This design comes from an exercise in tuning for small area, a short achievable clock period and few clock cycles per item on the open sky130 flow, not from production work.
The RTL was checked by simulation tests, not by an equivalence proof against the original design.

==> v4 <==
// vm_fpu
module vm_fpu (
    input  wire        clk,
    input  wire        rst,
    input  wire        in_valid,
    output wire        in_ready,
    input  wire [7:0]  in_op,
    input  wire [63:0] in_a,
    input  wire [63:0] in_b,
    output reg         out_valid,
    output reg  [63:0] out_result
);
    localparam [1:0] K_ADD = 2'd0, K_MUL = 2'd1, K_DIV = 2'd2, K_SP = 2'd3;
    localparam [63:0] QNAN = 64'h7FF8000000000000;
    localparam integer DR  = 5;                     
    localparam integer DIT = (56 + DR - 1) / DR;    
    localparam integer NQ  = DR * DIT;              
    reg         va;
    reg  [1:0]  op1;             
    reg  [63:0] a1, b1;
    reg         a1h, b1h, a1fz, b1fz, a1em, b1em;    
    wire        a_adv;
    assign in_ready = !va || a_adv;
    always @(posedge clk) begin
        if (in_ready) begin
            a1  <= in_a;
            b1  <= in_b;
            op1 <= in_op[3:2];
            a1h  <= (in_a[62:52] != 11'd0);
            b1h  <= (in_b[62:52] != 11'd0);
            a1fz <= (in_a[51:0] == 52'd0);
            b1fz <= (in_b[51:0] == 52'd0);
            a1em <= (&in_a[62:52]);
            b1em <= (&in_b[62:52]);
        end
        if (rst)           va <= 1'b0;
        else if (in_ready) va <= in_valid;
    end
    wire [10:0] ea1   = a1[62:52];
    wire [10:0] eb1   = b1[62:52];
    wire        a_fz  = a1fz;
    wire        b_fz  = b1fz;
    wire        a_ez  = !a1h;
    wire        b_ez  = !b1h;
    wire        a_em  = a1em;
    wire        b_em  = b1em;
    wire        a_nan = a_em & !a_fz;
    wire        b_nan = b_em & !b_fz;
    wire        a_inf = a_em & a_fz;
    wire        b_inf = b_em & b_fz;
    wire        a_zero = a_ez & a_fz;
  ...
clock: 14.0 ns
lec_check: 0
abc_area: 1
cap_margin: 20
core_margin: 2
core_utilization: 50
setup_slack_margin: 5
slew_margin: 20
run.sh (not shown) runs the stock make flow with config.mk's settings and CLKGATE_MAP_FILE= SYNTH_SCRIPT=/design/flow/synth_recipe.tcl, a recipe that flattens the netlist after the stock synthesis.
==> v3: changes against v4 <==
--- a/flow/design.v
+++ b/flow/design.v
@@ -187,40 +187,31 @@
         end
     endgenerate
     wire [57:0] dS = sxv[58*DR +: 58];
     wire [57:0] dC = scv[58*DR +: 58];
     wire [DR-1:0] dP, dN;
-    function [2*NQ-1:0] otf(input [NQ-1:0] q, input [NQ-1:0] qm, input [DR-1:0] p, input [DR-1:0] n);
-        reg [DR:0] v, vm;
-        reg        gt, nn, ge;
-        integer    k;
-        begin
-            v  = {1'b0, p} - {1'b0, n};
-            vm = v - 1'b1;
-            gt = 1'b0;
-            nn = 1'b1;
-            for (k = DR - 1; k >= 0; k = k - 1) begin
-                gt = gt | (p[k] & nn);
-                nn = nn & !n[k];
-            end
-            ge  = gt | nn;        
-            otf = {(ge ? q[NQ-1-DR:0] : qm[NQ-1-DR:0]), v[DR-1:0],
-                   (gt ? q[NQ-1-DR:0] : qm[NQ-1-DR:0]), vm[DR-1:0]};
-        end
-    endfunction
     generate
         for (gj = 1; gj <= DR; gj = gj + 1) begin : g_dig
             assign dP[DR-gj] = qpv[gj];
             assign dN[DR-gj] = qnv[gj];
         end
     endgenerate
-    reg  [DR-1:0] pd_p, pd_n;
-    wire [DR-1:0] pe_p = md_first ? {DR{1'b0}} : pd_p;
-    wire [DR-1:0] pe_n = md_first ? {DR{1'b0}} : pd_n;
-    wire [2*NQ-1:0] otf_md = otf(Qin, QMin, pe_p, pe_n);
-    wire [NQ-1:0] dQ   = otf_md[2*NQ-1:NQ];
-    wire [NQ-1:0] dQM  = otf_md[NQ-1:0];
+    wire [DR:0]   dvs  = {1'b0, dP} - {1'b0, dN};
+    wire [DR:0]   dvm  = dvs - 1'b1;
+    reg           d_ge, d_gt, d_nn;
+    integer       kq;
+    always @(*) begin
+        d_gt = 1'b0;
+        d_nn = 1'b1;
+        for (kq = 1; kq <= DR; kq = kq + 1) begin
+            d_gt = d_gt | (qpv[kq] & d_nn);
+            d_nn = d_nn & !qnv[kq];
+        end
+        d_ge = d_gt | d_nn;
+    end
+    wire [NQ-1:0] dQ   = d_ge ? {Qin[NQ-1-DR:0], dvs[DR-1:0]} : {QMin[NQ-1-DR:0], dvs[DR-1:0]};
+    wire [NQ-1:0] dQM  = d_gt ? {Qin[NQ-1-DR:0], dvm[DR-1:0]} : {QMin[NQ-1-DR:0], dvm[DR-1:0]};
     wire [57:0] it_S  = it_div ? dS  : {5'd0, mS[63:11]};
     wire [57:0] it_C  = it_div ? dC  : {5'd0, mC[63:11]};
     wire [NQ-1:0] it_Q  = it_div ? dQ : {lowsum[10:0], Qin[NQ-1:11]};
     wire [NQ-1:0] it_QM = dQM;
     wire        ra8 = (ra[52:45] == 8'd0);
@@ -230,12 +221,10 @@
     always @(posedge clk) begin
         S    <= it_S;
         C    <= it_C;
         Q    <= it_Q;
         QM   <= it_QM;
-        pd_p <= dP;
-        pd_n <= dN;
         lo_s <= mS[10:0];
         lo_c <= mC[10:0];
         mcin <= !md_first & lowsum[11];
     end
     always @(posedge clk) begin
@@ -315,12 +304,11 @@
     wire [57:0] W    = wsum[62:5];
     wire        wlow = (wsum[4:1] != 4'd0);    
     wire        zW   = (W == 58'd0);
     wire [57:0] dreg = {3'd0, rb, 2'd0};
     wire        negd = ((W ^ dreg) == {(W[56:0] | dreg[56:0]), 1'b0});
-    wire [2*NQ-1:0] otf_l2 = otf(Q, QM, pd_p, pd_n);
-    wire [NQ-1:0] Qsel = W[57] ? otf_l2[NQ-1:0] : otf_l2[2*NQ-1:NQ];
+    wire [NQ-1:0] Qsel = W[57] ? QM : Q;
     wire        qlow = (NQ > 56) ? (Qsel[NQ-57:0] != 0) : 1'b0;
     wire        isdiv2 = (k2 == K_DIV);
     wire [57:0] V2   = isdiv2 ? {1'b0, Qsel[NQ-1:NQ-56], 1'b0} : W;
     wire        e2pos = !e2[12] && (e2 != 13'sd0);
     wire        e2ge2 = !e2[12] && (e2[11:1] != 11'd0);
ABC_AREA = default   (was 1)
==> v18: changes against v4 <==
--- a/flow/design.v
+++ b/flow/design.v
@@ -10,32 +10,32 @@
     output reg  [63:0] out_result
 );
     localparam [1:0] K_ADD = 2'd0, K_MUL = 2'd1, K_DIV = 2'd2, K_SP = 2'd3;
     localparam [63:0] QNAN = 64'h7FF8000000000000;
     localparam integer DR  = 5;                     
-    localparam integer DIT = (56 + DR - 1) / DR;    
+    localparam integer DIT = (55 + DR - 1) / DR;    
     localparam integer NQ  = DR * DIT;              
     reg         va;
     reg  [1:0]  op1;             
     reg  [63:0] a1, b1;
     reg         a1h, b1h, a1fz, b1fz, a1em, b1em;    
-    wire        a_adv;
-    assign in_ready = !va || a_adv;
+    reg  [2:0]  b1cz;            
     always @(posedge clk) begin
-        if (in_ready) begin
+        begin
             a1  <= in_a;
             b1  <= in_b;
             op1 <= in_op[3:2];
             a1h  <= (in_a[62:52] != 11'd0);
             b1h  <= (in_b[62:52] != 11'd0);
             a1fz <= (in_a[51:0] == 52'd0);
             b1fz <= (in_b[51:0] == 52'd0);
             a1em <= (&in_a[62:52]);
+            b1cz <= {(in_b[32:22] == 11'd0), (in_b[21:11] == 11'd0), (in_b[10:0] == 11'd0)};
             b1em <= (&in_b[62:52]);
         end
-        if (rst)           va <= 1'b0;
-        else if (in_ready) va <= in_valid;
+        if (rst) va <= 1'b0;
+        else     va <= in_valid & in_ready;
     end
     wire [10:0] ea1   = a1[62:52];
     wire [10:0] eb1   = b1[62:52];
     wire        a_fz  = a1fz;
     wire        b_fz  = b1fz;
@@ -75,24 +75,24 @@
             if (a_nan || b_nan || (a_inf && b_inf) || (a_zero && b_zero)) sp_nan1 = 1'b1;
             else if (a_inf || b_zero)                                     sp_inf1 = 1'b1;
             else if (!(a_zero || b_inf))                                  special1 = 1'b0;
         end
     end
-    reg         md_busy, md_div, md_norm, md_wait, md_sign;
+    reg         md_busy, md_div, md_norm, md_sign;
     reg  [3:0]  md_cnt;
     reg  [52:0] ra, rb;
     reg  signed [12:0] me;
     reg  [57:0] S, C;
     reg  [NQ-1:0] Q, QM;
     reg  [10:0] lo_s, lo_c;      
     reg         mcin;
     wire md_type1 = op1[1] & !special1;
-    assign a_adv  = va & (!md_busy | (md_wait & !op1[1]));
-    wire a_to_md  = a_adv & md_type1;
-    wire a_to_b   = a_adv & !md_type1;
-    wire md_iter  = md_busy & !md_norm & !md_wait;
+    wire a_to_md  = va & md_type1;
+    wire a_to_b   = va & !md_type1;
+    wire md_iter  = md_busy & !md_norm;
     wire md_last  = md_iter & (md_cnt == (md_div ? DIT - 1 : 4));
+    assign in_ready = !(va & md_type1) & (!md_busy | md_last);
     wire        a_ge  = (a1[62:0] >= b1[62:0]);
     wire [10:0] dab   = ea1e - eb1e;
     wire [10:0] dba   = eb1e - ea1e;
     wire [10:0] ediff = a_ge ? dab : dba;
     wire [52:0] xm    = a_ge ? ma1 : mb1;
@@ -119,11 +119,17 @@
             s = x ^ y ^ z;
             c = ((x & y) | (x & z) | (y & z));
             csa65 = {s, c[63:0], 1'b0};
         end
     endfunction
-    wire [10:0] mbits = mopb[10:0];
+    wire [1:0]  mz    = !b1cz[0] ? 2'd0 : !b1cz[1] ? 2'd1 : !b1cz[2] ? 2'd2 : 2'd3;
+    wire [54:0] rbx   = {2'd0, rb};
+    wire [10:0] mbits = md_idle ? ((mz == 2'd0) ? mb1[10:0]  : (mz == 2'd1) ? mb1[21:11] :
+                                   (mz == 2'd2) ? mb1[32:22] : mb1[43:33])
+                                : ((md_cnt[2:0] == 3'd0) ? rbx[10:0]  : (md_cnt[2:0] == 3'd1) ? rbx[21:11] :
+                                   (md_cnt[2:0] == 3'd2) ? rbx[32:22] : (md_cnt[2:0] == 3'd3) ? rbx[43:33] :
+                                   rbx[54:44]);
     wire [65*11-1:0] ppv;
     genvar gk;
     generate
         for (gk = 0; gk < 11; gk = gk + 1) begin : g_pp
             assign ppv[65*gk +: 65] = mbits[gk] ? ({12'd0, mopa} << gk) : 65'd0;
@@ -219,11 +225,11 @@
     wire [2*NQ-1:0] otf_md = otf(Qin, QMin, pe_p, pe_n);
     wire [NQ-1:0] dQ   = otf_md[2*NQ-1:NQ];
     wire [NQ-1:0] dQM  = otf_md[NQ-1:0];
     wire [57:0] it_S  = it_div ? dS  : {5'd0, mS[63:11]};
     wire [57:0] it_C  = it_div ? dC  : {5'd0, mC[63:11]};
-    wire [NQ-1:0] it_Q  = it_div ? dQ : {lowsum[10:0], Qin[NQ-1:11]};
+    wire [NQ-1:0] it_Q  = it_div ? dQ : {(md_first ? 11'd0 : lowsum[10:0]), Qin[NQ-1:11]};
     wire [NQ-1:0] it_QM = dQM;
     wire        ra8 = (ra[52:45] == 8'd0);
     wire        rb8 = (rb[52:45] == 8'd0);
     wire [3:0]  nda = ra[52] ? 4'd0 : (ra8 ? 4'd8 : 4'd1);
     wire [3:0]  ndb = rb[52] ? 4'd0 : (rb8 ? 4'd8 : 4'd1);
@@ -240,43 +246,34 @@
     end
     always @(posedge clk) begin
         if (rst) begin
             md_busy <= 1'b0;
             md_norm <= 1'b0;
-            md_wait <= 1'b0;
         end else if (a_to_md) begin
             md_busy <= 1'b1;
             md_div  <= op1[0];
             md_sign <= ps1;
             ra      <= ma1;
             me      <= op1[0] ? $signed({2'b0, ea1e}) - $signed({2'b0, eb1e}) + 13'sd1023
                               : $signed({2'b0, ea1e}) + $signed({2'b0, eb1e}) - 13'sd1023;
-            md_cnt  <= 4'd1;
+            md_cnt  <= !(a1h & b1h) ? 4'd0 : op1[0] ? 4'd1 : 4'd1 + {2'd0, mz};
             md_norm <= !(a1h & b1h);
-            rb      <= (op1[0] | !(a1h & b1h)) ? mb1 : {11'd0, mb1[52:11]};
+            rb      <= mb1;
         end else if (md_busy) begin
-            if (md_wait) begin
-                md_wait <= 1'b0;
-                md_busy <= 1'b0;
-            end else if (md_norm) begin
+            if (md_norm) begin
                 if (ra[52] && rb[52]) begin
                     md_norm <= 1'b0;
                     md_cnt  <= 4'd1;
-                    if (!md_div) rb <= {11'd0, rb[52:11]};
                 end else begin
                     ra <= ra[52] ? ra : (ra8 ? {ra[44:0], 8'd0} : {ra[51:0], 1'b0});
                     rb <= rb[52] ? rb : (rb8 ? {rb[44:0], 8'd0} : {rb[51:0], 1'b0});
                     me <= me - $signed({9'd0, nda})
                              + (md_div ? $signed({9'd0, ndb}) : -$signed({9'd0, ndb}));
                 end
             end else begin
                 md_cnt <= md_cnt + 4'd1;
-                if (!md_div) rb <= {11'd0, rb[52:11]};
-                if (md_last) begin
-                    if (md_div) md_wait <= 1'b1;
-                    else        md_busy <= 1'b0;
-                end
+                if (md_last) md_busy <= 1'b0;
             end
         end
     end
     reg         v2, inv2, cin2, s2, zs2, st2, spn2, spi2;
     reg  [1:0]  k2;
@@ -317,13 +314,13 @@
     wire        zW   = (W == 58'd0);
     wire [57:0] dreg = {3'd0, rb, 2'd0};
     wire        negd = ((W ^ dreg) == {(W[56:0] | dreg[56:0]), 1'b0});
     wire [2*NQ-1:0] otf_l2 = otf(Q, QM, pd_p, pd_n);
     wire [NQ-1:0] Qsel = W[57] ? otf_l2[NQ-1:0] : otf_l2[2*NQ-1:NQ];
-    wire        qlow = (NQ > 56) ? (Qsel[NQ-57:0] != 0) : 1'b0;
+    wire        qlow = (NQ > 55) ? (Qsel[NQ-56:0] != 0) : 1'b0;
     wire        isdiv2 = (k2 == K_DIV);
-    wire [57:0] V2   = isdiv2 ? {1'b0, Qsel[NQ-1:NQ-56], 1'b0} : W;
+    wire [57:0] V2   = isdiv2 ? {1'b0, Qsel[NQ-1:NQ-55], 2'b00} : W;
     wire        e2pos = !e2[12] && (e2 != 13'sd0);
     wire        e2ge2 = !e2[12] && (e2[11:1] != 11'd0);
     wire [12:0] sidx  = 13'd57 - e2;                            
     wire        sok   = e2pos && (e2 <= 13'sd57);
     wire [56:0] sent  = sok ? (57'd1 << sidx[5:0]) : 57'd0;
CORE_UTILIZATION = 40   (was 50)
==> v7: changes against v4 <==
--- a/flow/design.v
+++ b/flow/design.v
@@ -10,32 +10,32 @@
     output reg  [63:0] out_result
 );
     localparam [1:0] K_ADD = 2'd0, K_MUL = 2'd1, K_DIV = 2'd2, K_SP = 2'd3;
     localparam [63:0] QNAN = 64'h7FF8000000000000;
     localparam integer DR  = 5;                     
-    localparam integer DIT = (56 + DR - 1) / DR;    
+    localparam integer DIT = (55 + DR - 1) / DR;    
     localparam integer NQ  = DR * DIT;              
     reg         va;
     reg  [1:0]  op1;             
     reg  [63:0] a1, b1;
     reg         a1h, b1h, a1fz, b1fz, a1em, b1em;    
-    wire        a_adv;
-    assign in_ready = !va || a_adv;
+    reg  [2:0]  b1cz;            
     always @(posedge clk) begin
-        if (in_ready) begin
+        begin
             a1  <= in_a;
             b1  <= in_b;
             op1 <= in_op[3:2];
             a1h  <= (in_a[62:52] != 11'd0);
             b1h  <= (in_b[62:52] != 11'd0);
             a1fz <= (in_a[51:0] == 52'd0);
             b1fz <= (in_b[51:0] == 52'd0);
             a1em <= (&in_a[62:52]);
+            b1cz <= {(in_b[32:22] == 11'd0), (in_b[21:11] == 11'd0), (in_b[10:0] == 11'd0)};
             b1em <= (&in_b[62:52]);
         end
-        if (rst)           va <= 1'b0;
-        else if (in_ready) va <= in_valid;
+        if (rst) va <= 1'b0;
+        else     va <= in_valid & in_ready;
     end
     wire [10:0] ea1   = a1[62:52];
     wire [10:0] eb1   = b1[62:52];
     wire        a_fz  = a1fz;
     wire        b_fz  = b1fz;
@@ -75,24 +75,24 @@
             if (a_nan || b_nan || (a_inf && b_inf) || (a_zero && b_zero)) sp_nan1 = 1'b1;
             else if (a_inf || b_zero)                                     sp_inf1 = 1'b1;
             else if (!(a_zero || b_inf))                                  special1 = 1'b0;
         end
     end
-    reg         md_busy, md_div, md_norm, md_wait, md_sign;
+    reg         md_busy, md_div, md_norm, md_sign;
     reg  [3:0]  md_cnt;
     reg  [52:0] ra, rb;
     reg  signed [12:0] me;
     reg  [57:0] S, C;
     reg  [NQ-1:0] Q, QM;
     reg  [10:0] lo_s, lo_c;      
     reg         mcin;
     wire md_type1 = op1[1] & !special1;
-    assign a_adv  = va & (!md_busy | (md_wait & !op1[1]));
-    wire a_to_md  = a_adv & md_type1;
-    wire a_to_b   = a_adv & !md_type1;
-    wire md_iter  = md_busy & !md_norm & !md_wait;
+    wire a_to_md  = va & md_type1;
+    wire a_to_b   = va & !md_type1;
+    wire md_iter  = md_busy & !md_norm;
     wire md_last  = md_iter & (md_cnt == (md_div ? DIT - 1 : 4));
+    assign in_ready = !(va & md_type1) & (!md_busy | md_last);
     wire        a_ge  = (a1[62:0] >= b1[62:0]);
     wire [10:0] dab   = ea1e - eb1e;
     wire [10:0] dba   = eb1e - ea1e;
     wire [10:0] ediff = a_ge ? dab : dba;
     wire [52:0] xm    = a_ge ? ma1 : mb1;
@@ -119,11 +119,17 @@
             s = x ^ y ^ z;
             c = ((x & y) | (x & z) | (y & z));
             csa65 = {s, c[63:0], 1'b0};
         end
     endfunction
-    wire [10:0] mbits = mopb[10:0];
+    wire [1:0]  mz    = !b1cz[0] ? 2'd0 : !b1cz[1] ? 2'd1 : !b1cz[2] ? 2'd2 : 2'd3;
+    wire [54:0] rbx   = {2'd0, rb};
+    wire [10:0] mbits = md_idle ? ((mz == 2'd0) ? mb1[10:0]  : (mz == 2'd1) ? mb1[21:11] :
+                                   (mz == 2'd2) ? mb1[32:22] : mb1[43:33])
+                                : ((md_cnt[2:0] == 3'd0) ? rbx[10:0]  : (md_cnt[2:0] == 3'd1) ? rbx[21:11] :
+                                   (md_cnt[2:0] == 3'd2) ? rbx[32:22] : (md_cnt[2:0] == 3'd3) ? rbx[43:33] :
+                                   rbx[54:44]);
     wire [65*11-1:0] ppv;
     genvar gk;
     generate
         for (gk = 0; gk < 11; gk = gk + 1) begin : g_pp
             assign ppv[65*gk +: 65] = mbits[gk] ? ({12'd0, mopa} << gk) : 65'd0;
@@ -219,11 +225,11 @@
     wire [2*NQ-1:0] otf_md = otf(Qin, QMin, pe_p, pe_n);
     wire [NQ-1:0] dQ   = otf_md[2*NQ-1:NQ];
     wire [NQ-1:0] dQM  = otf_md[NQ-1:0];
     wire [57:0] it_S  = it_div ? dS  : {5'd0, mS[63:11]};
     wire [57:0] it_C  = it_div ? dC  : {5'd0, mC[63:11]};
-    wire [NQ-1:0] it_Q  = it_div ? dQ : {lowsum[10:0], Qin[NQ-1:11]};
+    wire [NQ-1:0] it_Q  = it_div ? dQ : {(md_first ? 11'd0 : lowsum[10:0]), Qin[NQ-1:11]};
     wire [NQ-1:0] it_QM = dQM;
     wire        ra8 = (ra[52:45] == 8'd0);
     wire        rb8 = (rb[52:45] == 8'd0);
     wire [3:0]  nda = ra[52] ? 4'd0 : (ra8 ? 4'd8 : 4'd1);
     wire [3:0]  ndb = rb[52] ? 4'd0 : (rb8 ? 4'd8 : 4'd1);
@@ -240,43 +246,34 @@
     end
     always @(posedge clk) begin
         if (rst) begin
             md_busy <= 1'b0;
             md_norm <= 1'b0;
-            md_wait <= 1'b0;
         end else if (a_to_md) begin
             md_busy <= 1'b1;
             md_div  <= op1[0];
             md_sign <= ps1;
             ra      <= ma1;
             me      <= op1[0] ? $signed({2'b0, ea1e}) - $signed({2'b0, eb1e}) + 13'sd1023
                               : $signed({2'b0, ea1e}) + $signed({2'b0, eb1e}) - 13'sd1023;
-            md_cnt  <= 4'd1;
+            md_cnt  <= !(a1h & b1h) ? 4'd0 : op1[0] ? 4'd1 : 4'd1 + {2'd0, mz};
             md_norm <= !(a1h & b1h);
-            rb      <= (op1[0] | !(a1h & b1h)) ? mb1 : {11'd0, mb1[52:11]};
+            rb      <= mb1;
         end else if (md_busy) begin
-            if (md_wait) begin
-                md_wait <= 1'b0;
-                md_busy <= 1'b0;
-            end else if (md_norm) begin
+            if (md_norm) begin
                 if (ra[52] && rb[52]) begin
                     md_norm <= 1'b0;
                     md_cnt  <= 4'd1;
-                    if (!md_div) rb <= {11'd0, rb[52:11]};
                 end else begin
                     ra <= ra[52] ? ra : (ra8 ? {ra[44:0], 8'd0} : {ra[51:0], 1'b0});
                     rb <= rb[52] ? rb : (rb8 ? {rb[44:0], 8'd0} : {rb[51:0], 1'b0});
                     me <= me - $signed({9'd0, nda})
                              + (md_div ? $signed({9'd0, ndb}) : -$signed({9'd0, ndb}));
                 end
             end else begin
                 md_cnt <= md_cnt + 4'd1;
-                if (!md_div) rb <= {11'd0, rb[52:11]};
-                if (md_last) begin
-                    if (md_div) md_wait <= 1'b1;
-                    else        md_busy <= 1'b0;
-                end
+                if (md_last) md_busy <= 1'b0;
             end
         end
     end
     reg         v2, inv2, cin2, s2, zs2, st2, spn2, spi2;
     reg  [1:0]  k2;
@@ -317,13 +314,13 @@
     wire        zW   = (W == 58'd0);
     wire [57:0] dreg = {3'd0, rb, 2'd0};
     wire        negd = ((W ^ dreg) == {(W[56:0] | dreg[56:0]), 1'b0});
     wire [2*NQ-1:0] otf_l2 = otf(Q, QM, pd_p, pd_n);
     wire [NQ-1:0] Qsel = W[57] ? otf_l2[NQ-1:0] : otf_l2[2*NQ-1:NQ];
-    wire        qlow = (NQ > 56) ? (Qsel[NQ-57:0] != 0) : 1'b0;
+    wire        qlow = (NQ > 55) ? (Qsel[NQ-56:0] != 0) : 1'b0;
     wire        isdiv2 = (k2 == K_DIV);
-    wire [57:0] V2   = isdiv2 ? {1'b0, Qsel[NQ-1:NQ-56], 1'b0} : W;
+    wire [57:0] V2   = isdiv2 ? {1'b0, Qsel[NQ-1:NQ-55], 2'b00} : W;
     wire        e2pos = !e2[12] && (e2 != 13'sd0);
     wire        e2ge2 = !e2[12] && (e2[11:1] != 11'd0);
     wire [12:0] sidx  = 13'd57 - e2;                            
     wire        sok   = e2pos && (e2 <= 13'sd57);
     wire [56:0] sent  = sok ? (57'd1 << sidx[5:0]) : 57'd0;
==> run summary <==
	v4	v18	v7	v3
Result of the run	finished clean	finished clean	finished clean	finished clean
Final critical-path share of the clock period	0.627	0.622	0.622	0.650
DRT met1 WL	154,000 um	146,000 um	156,000 um	160,000 um
Critical Path Stages	37	39	36	37
Area share of the largest cell type after synthesis	0.193	0.198	0.198	0.193
Post-synthesis share of cell area spent on and, or, nand and nor gates	0.263	0.266	0.266	0.166
Reg2reg end	cy2[33]	cy2[19]	cx2[37]	cx2[38]
Die footprint	181,000 um2	220,000 um2	177,000 um2	182,000 um2
Number of inserted filler cells in the final layout	17,400	22,800	16,900	16,100
Antenna violations before repair	21	31	45	35
CP endpoint	cy2[33]	cy2[19]	cx2[37]	cx2[38]
Sequential cell count	819	811	811	814
Worst-case setup slack after placement	3.40 ns	3.23 ns	3.26 ns	2.11 ns
Post-synthesis sequential element count	819	811	811	814
Testbench counts of v4, summed over its fixed seeds: cycles 18,966, ops 4,800.
Testbench counts of v3, summed over its fixed seeds: cycles 18,966, ops 4,800.
Testbench counts of v18, summed over its fixed seeds: cycles 17,392, ops 4,800.
Testbench counts of v7, summed over its fixed seeds: cycles 17,392, ops 4,800.

## separate check: timing with driven ports
In the flow no input, the clock included, has a driving cell. The finished layouts below were timed again as built, in two steps.
Step 1 assumes that a clkbuf_16 drives the clock port and a buf_2 every other input.
Step 2 adds t to the input delays and takes it off the output delays; t is the mean of the earliest and latest rising clock arrival at the registers after step 1. Input paths then give back, and output paths get back, about the clock's delay inside the block.
a / b / c = no drivers / after step 1 / after step 2; a / b = the first two.
run	t, ns	slack for setup (ns)	worst setup path after step 2
v4	0.864	5.223 / 5.223 / 5.223	register to register
v3	0.869	4.899 / 4.899 / 4.899	register to register
v18	0.881	5.287 / 5.287 / 5.287	register to register
v7	0.875	5.297 / 5.297 / 5.297	register to register
After both steps setup and hold are still met in every run listed.
